Context: an optimization exercise on an open-source flow, tuned for small area and few clock cycles. The choices shown serve that exercise and are no tape-out recipe.
RTL that was checked went through simulation tests only; none was proved equivalent to the original.
Power figures rest on the tool's default switching activity, not on a simulated workload.

==> branch fjord: inputs <==
Design snpe, start of the top module:
module snpe (
    input  wire        clk,
    input  wire        rst,
    input  wire        cmd_valid,
    output wire        cmd_ready,
    input  wire [7:0]  cmd_data,
    input  wire        cmd_last,
    output wire        rsp_valid,
    input  wire        rsp_ready,
    output wire [7:0]  rsp_data,
    output wire        rsp_last,
    input  wire [31:0] now,
    input  wire [15:0] rnd
);
Settings: LEC_CHECK=0, CAP_MARGIN=20, CORE_MARGIN=2, CORE_UTILIZATION=40, SLEW_MARGIN=20; clock period 10.0 ns.
standard.sh (not shown) runs the stock make flow with config.mk's settings and CLKGATE_MAP_FILE= SYNTH_SCRIPT=/design/flow/synth_recipe.tcl, a recipe that flattens the netlist after the stock synthesis.
==> flow/flow/run.sh <==
#!/bin/bash
# Layout: the standard flow (standard.sh, unchanged synthesis), with two
# changes to how the layout is made:
#  - each port gets a small buffer (buf_2) rather than the one buffer_ports
#    picks by default (a 10 um2 delay buffer);
#  - clock tree synthesis clusters up to 16 sinks per clkbuf_8 and does not
#    add dummy loads for balancing.
# Each tool's full output is in orfs/logs/... (per ORFS step) and standard.log.
set -euo pipefail
export BUFFER_PORTS_ARGS="-buffer_cell sky130_fd_sc_hd__buf_2"
export CTS_ARGS="-sink_clustering_enable -repair_clock_nets -buf_list sky130_fd_sc_hd__clkbuf_8 -sink_clustering_size 16 -sink_clustering_max_diameter 60 -dont_use_dummy_load"
bash standard.sh > standard.log 2>&1
==> branch nickel: changes against branch fjord <==
--- a/flow/design.v
+++ b/flow/design.v
@@ -47,16 +47,17 @@
         z = 1'b1;    
         for (b = 0; b < 9; b = b + 1) begin
             cnt_dec[b] = cnt[b] ^ z;
             z = z & ~cnt[b];
         end
     end
     assign cmd_ready = !rsp;
+    assign rsp_valid = rsp;
     wire cmd_fire = cmd_valid && !rsp;
-    wire rsp_fire = rsp_valid && rsp_ready;
+    wire rsp_fire = rsp && rsp_ready;
     wire [7:0] d  = cmd_data;
     wire first    = !pl && (cnt == P0);    
     integer i, j;
     function [N_SLOTS-1:0] to_log(input [N_SLOTS-1:0] v);
         integer a, c;
         begin
             to_log = {N_SLOTS{1'b0}};
@@ -71,26 +72,29 @@
             to_pos = {N_SLOTS{1'b0}};
             for (a = 0; a < N_SLOTS; a = a + 1)
                 for (c = 0; c < N_SLOTS; c = c + 1)
                     if (zh[c] && s == a) to_pos[(c + a) % N_SLOTS] = 1'b1;
         end
     endfunction
     wire [N_SLOTS-1:0] rsel = to_pos(sidx);
+    reg         sv, slive;
+    reg  [15:0] schal, siss;
+    reg  [31:0] st;
     wire [N_SLOTS-1:0] live;
-    wire sv    = |(rsel & pv);             
-    wire slive = |(rsel & live);           
-    wire [7:0] tap [0:7];
-    assign tap[0] = pv[0] ? pchal[0][15:8] : 8'h00;
-    assign tap[1] = pv[1] ? pchal[1][7:0]  : 8'h00;
-    assign tap[2] = pv[2] ? piss[2][15:8]  : 8'h00;
-    assign tap[3] = pv[3] ? piss[3][7:0]   : 8'h00;
-    assign tap[4] = pv[4] ? pt[4][31:24]   : 8'h00;
-    assign tap[5] = pv[0] ? pt[0][23:16]   : 8'h00;
-    assign tap[6] = pv[1] ? pt[1][15:8]    : 8'h00;
-    assign tap[7] = pv[2] ? pt[2][7:0]     : 8'h00;
+    always @(*) begin
+        sv = 1'b0; slive = 1'b0; schal = 16'h0000; siss = 16'h0000; st = 32'h0;
+        for (i = 0; i < N_SLOTS; i = i + 1)
+            if (rsel[i] && pv[i]) begin
+                sv    = 1'b1;
+                slive = slive | live[i];
+                schal = schal | pchal[i];
+                siss  = siss  | piss[i];
+                st    = st    | pt[i];
+            end
+    end
     function is_live(input v, input [31:0] t);
         reg [10:0] bw;       
         reg [9:0]  df;
         reg [21:0] q;
         reg        ok;
         integer    e;
         begin
@@ -214,15 +218,15 @@
     wire done = cmd_fire && cmd_last;
     always @(posedge clk) begin
         if (rst) begin
             rsp <= 1'b0;
             pl  <= 1'b0;
             cnt <= P0;
         end else if (rsp) begin
-            if (rsp_fire) begin
+            if (rsp_ready) begin
                 if (rsp_last) rsp <= 1'b0;
                 else          cnt <= cnt_dec;
             end
         end else if (cmd_fire) begin
             if (cmd_last) begin
                 rsp  <= 1'b1;
                 pl   <= 1'b0;
@@ -293,45 +297,14 @@
             K_CHKH, K_CNT:  rlen_m1 = 4'd1;
             K_RD:           rlen_m1 = 4'd10;
             default:        rlen_m1 = 4'd0;
         endcase
     endfunction
     wire [3:0] r = cnt[3:0];
     assign rsp_last = (r == 4'd0);
-    function       sbyte(input [3:0] kd, input [3:0] rr);
-        sbyte = (kd == K_RD && rr <= 4'd7) || (kd == K_REQH && (rr == 4'd2 || rr == 4'd1));
-    endfunction
-    function [2:0] sfield(input [3:0] kd, input [3:0] rr);
-        sfield = (kd == K_RD) ? 3'd7 - rr[2:0] : 3'd4 - rr[2:0];
-    endfunction
-    reg  [7:0] sb;
-    reg        sbok;       
-    wire       r_sb   = sbyte(cls, r);
-    wire       moving = rsp_fire;
-    wire [3:0] rn     = moving ? r - 4'd1 : r;       
-    wire       need   = moving ? sbyte(cls, rn) : (r_sb && !sbok);
-    wire [2:0] lf     = sfield(cls, rn);
-    reg        at_tap;
-    always @(*) begin
-        case (lf)
-            3'd0, 3'd5: at_tap = rsel[0];
-            3'd1, 3'd6: at_tap = rsel[1];
-            3'd2, 3'd7: at_tap = rsel[2];
-            3'd3:       at_tap = rsel[3];
-            default:    at_tap = rsel[4];
-        endcase
-    end
-    always @(posedge clk) begin
-        if (!rsp || moving) sbok <= 1'b0;
-        if (rsp && need && at_tap) begin
-            sb   <= tap[lf];
-            sbok <= 1'b1;
-        end
-    end
-    assign rsp_valid = rsp && (!r_sb || sbok);
     reg [7:0] rdata;
     assign rsp_data = rdata;
     always @(*) begin
         rdata = 8'h00;
         case (cls)
             K_EOP, K_EFMT, K_ELEN, K_EFUL, K_EMIS, K_EIDX:
                 rdata = {4'd0, cls};
@@ -339,15 +312,16 @@
                 case (r)
                     4'd2:    rdata = (cls == K_CKS) ? 8'h07 : 8'h00;
                     4'd1:    rdata = acc[15:8];
                     default: rdata = acc[7:0];
                 endcase
             K_REQH:
                 case (r)
-                    4'd2, 4'd1: rdata = sb;
+                    4'd2:    rdata = siss[15:8];
+                    4'd1:    rdata = siss[7:0];
                     4'd0:    rdata = {5'd0, sidx};
                     default: rdata = 8'h00;
                 endcase
             K_REQN:
                 case (r)
                     4'd3:    rdata = 8'h01;
                     4'd2:    rdata = rnd[15:8];
@@ -355,16 +329,23 @@
                     4'd0:    rdata = {5'd0, sidx};
                     default: rdata = 8'h00;
                 endcase
             K_CHKH: rdata = (r == 4'd0) ? {5'd0, sidx} : 8'h00;
             K_CNT:  rdata = (r == 4'd0) ? {5'd0, live_cnt} : 8'h00;
             K_RD:
                 case (r)
-                    4'd10: rdata = 8'h00;
                     4'd9:  rdata = {7'd0, sv};
                     4'd8:  rdata = {7'd0, slive};
-                    default: rdata = sb;
+                    4'd7:  rdata = schal[15:8];
+                    4'd6:  rdata = schal[7:0];
+                    4'd5:  rdata = siss[15:8];
+                    4'd4:  rdata = siss[7:0];
+                    4'd3:  rdata = st[31:24];
+                    4'd2:  rdata = st[23:16];
+                    4'd1:  rdata = st[15:8];
+                    4'd0:  rdata = st[7:0];
+                    default: rdata = 8'h00;
                 endcase
             default: rdata = 8'h00;
         endcase
     end
 endmodule
==> flow/run.sh (new file) <==
#!/bin/bash
# synth_recipe.tcl (not shown) runs the flow's synth.tcl, then flattens the netlist and writes it again
# the make line also repeats each setting of config.mk as NAME=value (left out here)
make -C /OpenROAD-flow-scripts/flow DESIGN_CONFIG=/design/flow/config.mk WORK_HOME=/design/flow/orfs CLKGATE_MAP_FILE= SYNTH_SCRIPT=/design/flow/synth_recipe.tcl finish
removed: flow/flow/run.sh
removed: flow/standard.sh
==> branch delta: changes against branch fjord <==
--- a/flow/design.v
+++ b/flow/design.v
@@ -47,16 +47,17 @@
         z = 1'b1;    
         for (b = 0; b < 9; b = b + 1) begin
             cnt_dec[b] = cnt[b] ^ z;
             z = z & ~cnt[b];
         end
     end
     assign cmd_ready = !rsp;
+    assign rsp_valid = rsp;
     wire cmd_fire = cmd_valid && !rsp;
-    wire rsp_fire = rsp_valid && rsp_ready;
+    wire rsp_fire = rsp && rsp_ready;
     wire [7:0] d  = cmd_data;
     wire first    = !pl && (cnt == P0);    
     integer i, j;
     function [N_SLOTS-1:0] to_log(input [N_SLOTS-1:0] v);
         integer a, c;
         begin
             to_log = {N_SLOTS{1'b0}};
@@ -71,26 +72,29 @@
             to_pos = {N_SLOTS{1'b0}};
             for (a = 0; a < N_SLOTS; a = a + 1)
                 for (c = 0; c < N_SLOTS; c = c + 1)
                     if (zh[c] && s == a) to_pos[(c + a) % N_SLOTS] = 1'b1;
         end
     endfunction
     wire [N_SLOTS-1:0] rsel = to_pos(sidx);
+    reg         sv, slive;
+    reg  [15:0] schal, siss;
+    reg  [31:0] st;
     wire [N_SLOTS-1:0] live;
-    wire sv    = |(rsel & pv);             
-    wire slive = |(rsel & live);           
-    wire [7:0] tap [0:7];
-    assign tap[0] = pv[0] ? pchal[0][15:8] : 8'h00;
-    assign tap[1] = pv[1] ? pchal[1][7:0]  : 8'h00;
-    assign tap[2] = pv[2] ? piss[2][15:8]  : 8'h00;
-    assign tap[3] = pv[3] ? piss[3][7:0]   : 8'h00;
-    assign tap[4] = pv[4] ? pt[4][31:24]   : 8'h00;
-    assign tap[5] = pv[0] ? pt[0][23:16]   : 8'h00;
-    assign tap[6] = pv[1] ? pt[1][15:8]    : 8'h00;
-    assign tap[7] = pv[2] ? pt[2][7:0]     : 8'h00;
+    always @(*) begin
+        sv = 1'b0; slive = 1'b0; schal = 16'h0000; siss = 16'h0000; st = 32'h0;
+        for (i = 0; i < N_SLOTS; i = i + 1)
+            if (rsel[i] && pv[i]) begin
+                sv    = 1'b1;
+                slive = slive | live[i];
+                schal = schal | pchal[i];
+                siss  = siss  | piss[i];
+                st    = st    | pt[i];
+            end
+    end
     function is_live(input v, input [31:0] t);
         reg [10:0] bw;       
         reg [9:0]  df;
         reg [21:0] q;
         reg        ok;
         integer    e;
         begin
@@ -214,15 +218,15 @@
     wire done = cmd_fire && cmd_last;
     always @(posedge clk) begin
         if (rst) begin
             rsp <= 1'b0;
             pl  <= 1'b0;
             cnt <= P0;
         end else if (rsp) begin
-            if (rsp_fire) begin
+            if (rsp_ready) begin
                 if (rsp_last) rsp <= 1'b0;
                 else          cnt <= cnt_dec;
             end
         end else if (cmd_fire) begin
             if (cmd_last) begin
                 rsp  <= 1'b1;
                 pl   <= 1'b0;
@@ -293,45 +297,14 @@
             K_CHKH, K_CNT:  rlen_m1 = 4'd1;
             K_RD:           rlen_m1 = 4'd10;
             default:        rlen_m1 = 4'd0;
         endcase
     endfunction
     wire [3:0] r = cnt[3:0];
     assign rsp_last = (r == 4'd0);
-    function       sbyte(input [3:0] kd, input [3:0] rr);
-        sbyte = (kd == K_RD && rr <= 4'd7) || (kd == K_REQH && (rr == 4'd2 || rr == 4'd1));
-    endfunction
-    function [2:0] sfield(input [3:0] kd, input [3:0] rr);
-        sfield = (kd == K_RD) ? 3'd7 - rr[2:0] : 3'd4 - rr[2:0];
-    endfunction
-    reg  [7:0] sb;
-    reg        sbok;       
-    wire       r_sb   = sbyte(cls, r);
-    wire       moving = rsp_fire;
-    wire [3:0] rn     = moving ? r - 4'd1 : r;       
-    wire       need   = moving ? sbyte(cls, rn) : (r_sb && !sbok);
-    wire [2:0] lf     = sfield(cls, rn);
-    reg        at_tap;
-    always @(*) begin
-        case (lf)
-            3'd0, 3'd5: at_tap = rsel[0];
-            3'd1, 3'd6: at_tap = rsel[1];
-            3'd2, 3'd7: at_tap = rsel[2];
-            3'd3:       at_tap = rsel[3];
-            default:    at_tap = rsel[4];
-        endcase
-    end
-    always @(posedge clk) begin
-        if (!rsp || moving) sbok <= 1'b0;
-        if (rsp && need && at_tap) begin
-            sb   <= tap[lf];
-            sbok <= 1'b1;
-        end
-    end
-    assign rsp_valid = rsp && (!r_sb || sbok);
     reg [7:0] rdata;
     assign rsp_data = rdata;
     always @(*) begin
         rdata = 8'h00;
         case (cls)
             K_EOP, K_EFMT, K_ELEN, K_EFUL, K_EMIS, K_EIDX:
                 rdata = {4'd0, cls};
@@ -339,15 +312,16 @@
                 case (r)
                     4'd2:    rdata = (cls == K_CKS) ? 8'h07 : 8'h00;
                     4'd1:    rdata = acc[15:8];
                     default: rdata = acc[7:0];
                 endcase
             K_REQH:
                 case (r)
-                    4'd2, 4'd1: rdata = sb;
+                    4'd2:    rdata = siss[15:8];
+                    4'd1:    rdata = siss[7:0];
                     4'd0:    rdata = {5'd0, sidx};
                     default: rdata = 8'h00;
                 endcase
             K_REQN:
                 case (r)
                     4'd3:    rdata = 8'h01;
                     4'd2:    rdata = rnd[15:8];
@@ -355,16 +329,23 @@
                     4'd0:    rdata = {5'd0, sidx};
                     default: rdata = 8'h00;
                 endcase
             K_CHKH: rdata = (r == 4'd0) ? {5'd0, sidx} : 8'h00;
             K_CNT:  rdata = (r == 4'd0) ? {5'd0, live_cnt} : 8'h00;
             K_RD:
                 case (r)
-                    4'd10: rdata = 8'h00;
                     4'd9:  rdata = {7'd0, sv};
                     4'd8:  rdata = {7'd0, slive};
-                    default: rdata = sb;
+                    4'd7:  rdata = schal[15:8];
+                    4'd6:  rdata = schal[7:0];
+                    4'd5:  rdata = siss[15:8];
+                    4'd4:  rdata = siss[7:0];
+                    4'd3:  rdata = st[31:24];
+                    4'd2:  rdata = st[23:16];
+                    4'd1:  rdata = st[15:8];
+                    4'd0:  rdata = st[7:0];
+                    default: rdata = 8'h00;
                 endcase
             default: rdata = 8'h00;
         endcase
     end
 endmodule
==> flow/run.sh (new file) <==
#!/bin/bash
# synth_recipe.tcl (not shown) runs the flow's synth.tcl, then flattens the netlist and writes it again
# the make line also repeats each setting of config.mk as NAME=value (left out here)
make -C /OpenROAD-flow-scripts/flow DESIGN_CONFIG=/design/flow/config.mk WORK_HOME=/design/flow/orfs CLKGATE_MAP_FILE= SYNTH_SCRIPT=/design/flow/synth_recipe.tcl finish
CTS_BUF_LIST = sky130_fd_sc_hd__clkbuf_8   (was not set)
CTS_CLUSTER_DIAMETER = 60   (was not set)
CTS_CLUSTER_SIZE = 16   (was not set)
removed: flow/flow/run.sh
removed: flow/standard.sh
==> summary of the runs <==
- Branch nickel went through all stages and came out clean. Branch delta finished clean. Branch fjord reached the layout checks and failed them: negative setup slack.
- Of branch fjord and branch nickel, branch fjord has the higher sequential power (gap about 3%, measured against branch nickel).
- In fmax, branch nickel and branch delta hardly differ.
- Against branch delta, the synthesized cell count of branch fjord is lower by about 8%.
- Cell count: branch fjord < branch delta < branch nickel.
- Global-route usage, highest first: branch nickel, branch delta, branch fjord.
==> figures <==
                                                                         branch nickel               branch delta               branch fjord
Count of flip-flops with a built-in enable after synthesis                          39                         39                         47
Fraction of area in multi-input gates                                            45.6%                      47.0%                      45.2%
Initial DRC Count                                                                 2285                       2213                       1296
Root buffer selected by CTS                                 sky130_fd_sc_hd__clkbuf_16  sky130_fd_sc_hd__clkbuf_8  sky130_fd_sc_hd__clkbuf_8
Routed met1 length                                                            29300 µm                   29200 µm                   24200 µm
Via count                                                                        16.0k                      16.0k                      13.7k
Sw Pwr                                                                          931 µW                     870 µW                     767 µW
Result of the run                                     no timing/DRC/antenna violations  no timing/DRC/antenna violations   finished with violations
Layout check failures                                                                -                          -       negative setup slack
Total cell area at the placement stage                                       20300 µm²                  20300 µm²                  19000 µm²
Top routing layer used                                                            met4                       met4                       met5
Flop2flop setup slack                                                          3.19 ns                    3.12 ns                    1.54 ns
Accumulated negative setup slack                                                  0 ns                       0 ns                 -0.0214 ns
Testbench counts of branch nickel, summed over its fixed seeds: cycles 39,449.
Testbench counts of branch delta, summed over its fixed seeds: cycles 39,449.
Function not checked in branch fjord: the RTL went through the layout flow alone.

[re-timing with driven ports]
The results above use ideal ports. As a check the final layouts listed here were re-extracted and re-timed, cells and wires unchanged. Step 1 sets driving cells, clkbuf_16 on the clock port and buf_2 on the other inputs (assumed; they add their load-dependent delay and slew). Step 2 adds t to the input delays and takes it off the output delays; t is the mean of the earliest and latest rising clock arrival at the registers after step 1. Input paths then give back, and output paths get back, about the clock's delay inside the block. Three values: ideal ports, drivers, drivers and shift; two values: the first two.
| run | t, ns | slack for setup (ns) | worst setup path at the end | slew at the worst register clock pin (ns) |
|---|---|---|---|---|
| branch fjord | 0.636 | -0.021 / -0.043 / -0.276 | input to register | 0.11 / 0.11 |
| branch nickel | 0.635 | 0.289 / 0.267 / 0.267 | input to output | 0.06 / 0.06 |
| branch delta | 0.688 | 0.290 / 0.268 / 0.268 | input to output | 0.11 / 0.11 |
For branch fjord, which loses most, drivers alone change the setup slack by -0.022 ns; drivers and shift together by -0.255 ns.
